From an optimization exercise on the open Yosys and OpenROAD flow, aimed at small area, a short achievable clock period and few clock cycles per item; shortcuts taken in it are not production practice. Only simulation tests tie the RTL to the original design; equivalence was not proved.

==> exp/tundra: inputs <==
Design emu10k_exec, start of the top module:
module emu10k_exec (
    input             clk,
    input             rst,
    input             in_valid,
    output            in_ready,
    input      [7:0]  in_op,
    input             in_a_acc,
    input      [31:0] in_a,
    input      [31:0] in_x,
    input      [31:0] in_y,
    output reg        out_valid,
    output reg        out_wr,
    output reg [31:0] out_r,
    output     [67:0] out_acc
);
Settings: LEC_CHECK=0, CAP_MARGIN=20, CORE_MARGIN=2, CORE_UTILIZATION=50, PLACE_DENSITY=0.7, SLEW_MARGIN=20, TNS_END_PERCENT=0; clock period 44.0 ns.
standard.sh (not shown) runs the stock make flow with config.mk's settings and CLKGATE_MAP_FILE= SYNTH_SCRIPT=/design/flow/synth_recipe.tcl, a recipe that flattens the netlist after the stock synthesis.
==> flow/flow/run.sh <==
#!/bin/bash
set -euo pipefail
MARGIN=$(cat flow/margin.txt)
bash standard.sh SETUP_SLACK_MARGIN="$MARGIN" finish > flow_make.log 2>&1
==> flow/flow/margin.txt <==
34
==> exp/maple: changes against exp/tundra <==
--- a/flow/design.v
+++ b/flow/design.v
@@ -1295,10 +1295,36 @@
     wire [30:0] lmag  = (sorev & lowm) | letop[30:0];
     wire [30:0] emag  = esat ? 31'h7FFF_FFFF : so;
     assign mag   = is_exp ? emag : lmag;
     assign s_out = (a[31] & ~mode[0]) ^ mode[1];
 endmodule
+module emu10k_add #(parameter N = 64, parameter L = 6) (    
+    input  [N-1:0] a,
+    input  [N-1:0] b,
+    input          ci,
+    output [N-1:0] s
+);
+    wire [N-1:0] p0 = a ^ b;
+    reg  [N-1:0] g, p;
+    integer l, i;
+    always @* begin
+        g = a & b;
+        g[0] = g[0] | (p0[0] & ci);
+        p = p0;
+        for (l = 0; l < L; l = l + 1)
+            for (i = (2 << l) - 1; i < N; i = i + (2 << l)) begin
+                g[i] = g[i] | (p[i] & g[i - (1 << l)]);
+                p[i] = p[i] & p[i - (1 << l)];
+            end
+        for (l = L - 2; l >= 0; l = l - 1)
+            for (i = 3 * (1 << l) - 1; i < N; i = i + (2 << l)) begin
+                g[i] = g[i] | (p[i] & g[i - (1 << l)]);
+                p[i] = p[i] & p[i - (1 << l)];
+            end
+    end
+    assign s = p0 ^ {g[N-2:0], ci};
+endmodule
 module emu10k_exec (
     input             clk,
     input             rst,
     input             in_valid,
     output            in_ready,
@@ -1322,35 +1348,38 @@
     reg [31:0] ir_a, ir_x, ir_y;
     reg        c_wrap, c_mintw, c_mint, c_macsn, c_acc3, c_macmv, c_andxor,
                c_tneg, c_limit, c_limitl, c_log, c_exp, c_interp, c_wr, c_accwr;
     reg        c_ia, c_selx, c_selacc;
     reg        busy;             
-    reg        pW, pA, pB;       
+    reg        pW, pA, pB, pC;   
     assign in_ready = ~busy;
     wire i_wait = ir_v && c_accwr &&
                   (i_ia || (in_valid && in_a_acc && (i_d[12] || i_d[13])));
     always @(posedge clk) begin
         if (rst) begin
             ir_v <= 1'b0;
             busy <= 1'b0;
             pW   <= 1'b0;
             pA   <= 1'b0;
             pB   <= 1'b0;
+            pC   <= 1'b0;
         end else if (!busy) begin
             ir_v <= in_valid;
             busy <= i_ia | i_wait;
             pW   <= i_wait;
             pA   <= i_ia & ~i_wait;
             pB   <= 1'b0;
+            pC   <= 1'b0;
         end else if (pW) begin
             busy <= c_ia;
             pW   <= 1'b0;
             pA   <= c_ia;
         end else begin
-            busy <= 1'b0;
+            busy <= pA;
             pA   <= 1'b0;
             pB   <= pA;
+            pC   <= pB;
         end
         ir_a <= pA ? dh : in_a;
         if (!busy) begin
             ir_aacc  <= in_a_acc;
             ir_x     <= in_x;
@@ -1383,11 +1412,13 @@
                         ({32{c_sela}}   & ir_a);
     wire [32:0] d_opa = {33{~c_tneg & ~c_log & ~c_exp}} & {ir_y[31] & ~c_ia, ir_y};
     wire [32:0] d_opb = {d_b[31] & ~c_ia, d_b};
     wire [33:0] d_sum = {d_opa, 1'b1} + {d_opb ^ {33{d_sub}}, d_sub};
     wire [32:0] d     = d_sum[33:1];
-    wire [32:0] dh_w  = {{32{ir_y[31]}}, 1'b0} - {acc[63:32], d[32]};
+    wire [32:0] dh_w;                
+    emu10k_add #(.N(33), .L(6)) u_dh (.a({{32{ir_y[31]}}, 1'b0}), .b(~{acc[63:32], d[32]}),
+                           .ci(1'b1), .s(dh_w));
     wire [31:0] dh    = dh_w[32:1];
     wire [31:0] le_a = d_b;
     wire [30:0] le_mag;
     wire        le_neg;
     emu10k_logexp u_le (.a(le_a), .a_neg(d[31:0]), .e_max(ir_x[4:0]), .mode(ir_y[1:0]),
@@ -1404,66 +1435,69 @@
     emu10k_mul u_mul (.x(mx), .m(mm), .flip(c_macsn | c_acc3), .p(p));
     reg        pr_v, pr_aacc;
     reg [63:0] pr_p;
     reg [31:0] pr_a, pr_rge, pr_rlt;
     reg        pr_wrap, pr_mintw, pr_int, pr_macmv, pr_andxor, pr_cmp, pr_logexp,
-               pr_wr, pr_accwr, pr_pA, pr_pB;
+               pr_wr, pr_accwr, pr_pA, pr_pB, pr_pC;
     always @(posedge clk) begin
         pr_v      <= ir_v & ~pW & ~rst;
         pr_aacc   <= ir_aacc;
         pr_p      <= p;
         pr_a      <= ir_a;
-        pr_rge    <= (c_log | c_exp) ? {le_neg, le_mag} : c_limitl ? ir_y : ir_x;
-        pr_rlt    <= c_tneg ? d[31:0] : c_limitl ? ir_x : ir_y;
+        pr_rge    <= (c_log | c_exp) ? {le_neg, le_mag} : c_limitl ? ir_y :
+                     c_macmv ? 32'hFFFF_FFFF : ir_x;
+        pr_rlt    <= c_tneg ? d[31:0] : c_limitl ? ir_x : c_macmv ? 32'd0 : ir_y;
         pr_wrap   <= c_wrap;
         pr_mintw  <= c_mintw;
-        pr_int    <= c_mint | c_macmv | pA | pB;
+        pr_int    <= c_mint | c_macmv | pA | pB | pC;
         pr_macmv  <= c_macmv;
         pr_andxor <= c_andxor;
         pr_cmp    <= c_cmp;
         pr_logexp <= c_log | c_exp;
         pr_wr     <= c_wr;
         pr_accwr  <= c_accwr;
         pr_pA     <= pA;
         pr_pB     <= pB;
+        pr_pC     <= pC;
     end
     wire [63:0] la  = pr_aacc ? acc[63:0] : {{32{pr_a[31]}}, pr_a};
     wire [31:0] a32 = la[31:0];
     reg  [67:0] base;
     always @* begin
         if (pr_macmv)       base = acc;
-        else if (pr_pA)     base = 68'd0;
+        else if (pr_pA | pr_logexp) base = 68'd0;
         else if (pr_pB)     base = {{36{out_r[31]}}, out_r};
         else                base = {{4{la[63]}}, la};
     end
-    wire [67:0] addend = pr_int ? {{4{pr_p[63]}}, pr_p} : {{35{pr_p[63]}}, pr_p[63:31]};
-    wire [68:0] s      = {base[67], base} + {addend[67], addend};
-    wire [67:0] v_main = {s[68] & |s[66:0], s[66:0]};      
     reg         u31;
-    wire [67:0] v_fin  = {{4{acc[63]}}, acc[63:0]} + {{35{s[31]}}, s[31:0], u31};
-    wire [67:0] v      = pr_pB ? v_fin : v_main;
+    wire        le_s   = pr_logexp & pr_rge[31];
+    wire [67:0] addend = pr_pC  ? {{35{out_r[31]}}, out_r, u31} :
+                         pr_logexp ? {37'd0, pr_rge[30:0]} ^ {68{pr_rge[31]}} :
+                         pr_int ? {{4{pr_p[63]}}, pr_p} : {{35{pr_p[63]}}, pr_p[63:31]};
+    wire [68:0] s;
+    emu10k_add #(.N(69), .L(7)) u_acc (.a({base[67], base}), .b({addend[67], addend}), .ci(le_s), .s(s));
+    wire [67:0] v_main = {s[68] & |s[66:0], s[66:0]};      
+    wire [67:0] v      = v_main;
     wire        sat_hi = !v[67] && (|v[66:31]);
     wire        sat_lo =  v[67] && !(&v[66:31]);
     wire [31:0] lowsat = sat_hi ? 32'h7FFF_FFFF : sat_lo ? 32'h8000_0000 : v[31:0];
     wire        ge     = !v[67];       
     wire [31:0] andxor = (a32 & pr_rge) ^ pr_rlt;
-    wire [31:0] le_r = pr_rge[31] ? -{1'b0, pr_rge[30:0]} : {1'b0, pr_rge[30:0]};
     reg [31:0] r;
     always @* begin
         r = lowsat;
-        if (pr_wrap)              r = v[31:0];
+        if (pr_wrap | pr_logexp)  r = v[31:0];
         if (pr_mintw)             r = {1'b0, v[30:0]};
-        if (pr_macmv)             r = a32;
-        if (pr_andxor)            r = andxor;
+        if (pr_andxor | pr_macmv) r = andxor;
         if (pr_cmp)               r = ge ? pr_rge : pr_rlt;
         if (pr_pA)                r = v[63:32];
-        if (pr_logexp)            r = le_r;
+        if (pr_pB)                r = v[31:0];
     end
-    wire fin = pr_v & ~pr_pA;
+    wire fin = pr_v & ~pr_pA & ~pr_pB;
     always @(posedge clk) begin
         out_r  <= r;
-        u31    <= v[31];
+        if (pr_pA) u31 <= v[31];
         out_wr <= pr_wr;
         if (rst) begin
             out_valid <= 1'b0;
             acc       <= 68'd0;
         end else begin
ABC_AREA = 1   (was default)
CTS_CLUSTER_DIAMETER = 80   (was default)
CTS_CLUSTER_SIZE = 30   (was default)
==> comparison <==
Between exp/tundra and exp/maple, the lower final cell count is in exp/maple (gap about 5.5%, measured against exp/maple).
Against exp/maple, the final area of exp/tundra is larger by about 20%.
exp/tundra went through all stages and came out clean. exp/maple went through all stages and came out clean.
Against exp/tundra, the first-iteration DRC count of exp/maple is smaller by about 16%.
Of exp/tundra and exp/maple, exp/maple has the higher setup slack (gap 240 ps).
Sequential cell count: exp/maple is higher than exp/tundra (2).
Of exp/maple and exp/tundra, exp/maple has the higher maximum frequency (gap 2.3%, measured against exp/tundra).
Between exp/tundra and exp/maple, the lower via count is in exp/maple (gap 15%, measured against exp/maple).
Testbench counts of exp/tundra, summed over its fixed seeds: cycles 17,115, items 16,000.
Testbench counts of exp/maple, summed over its fixed seeds: cycles 17,507, items 16,000.

## port drivers added, routing unchanged
Ports are ideal in the flow. The routed layouts listed here were re-timed in OpenROAD.
Step 1, drivers: a clkbuf_16 drives clk and a buf_2 each remaining input, both assumed.
Step 2 adds t to the input delays and takes it off the output delays; t is the mean of the earliest and latest rising clock arrival at the registers after step 1. Input paths then give back, and output paths get back, about the clock's delay inside the block.
Slacks: ideal ports / drivers / drivers and shift; pairs: ideal ports / drivers.
run	t (ns)	setup slack, ns	worst setup path at the end
exp/tundra	0.742	33.565 / 33.490 / 32.965	input to register
exp/maple	0.736	33.803 / 33.726 / 33.201	input to register
After both steps setup and hold are still met in every run listed. For exp/maple, which loses most, drivers alone change the setup slack by -0.077 ns; drivers and shift together by -0.602 ns.
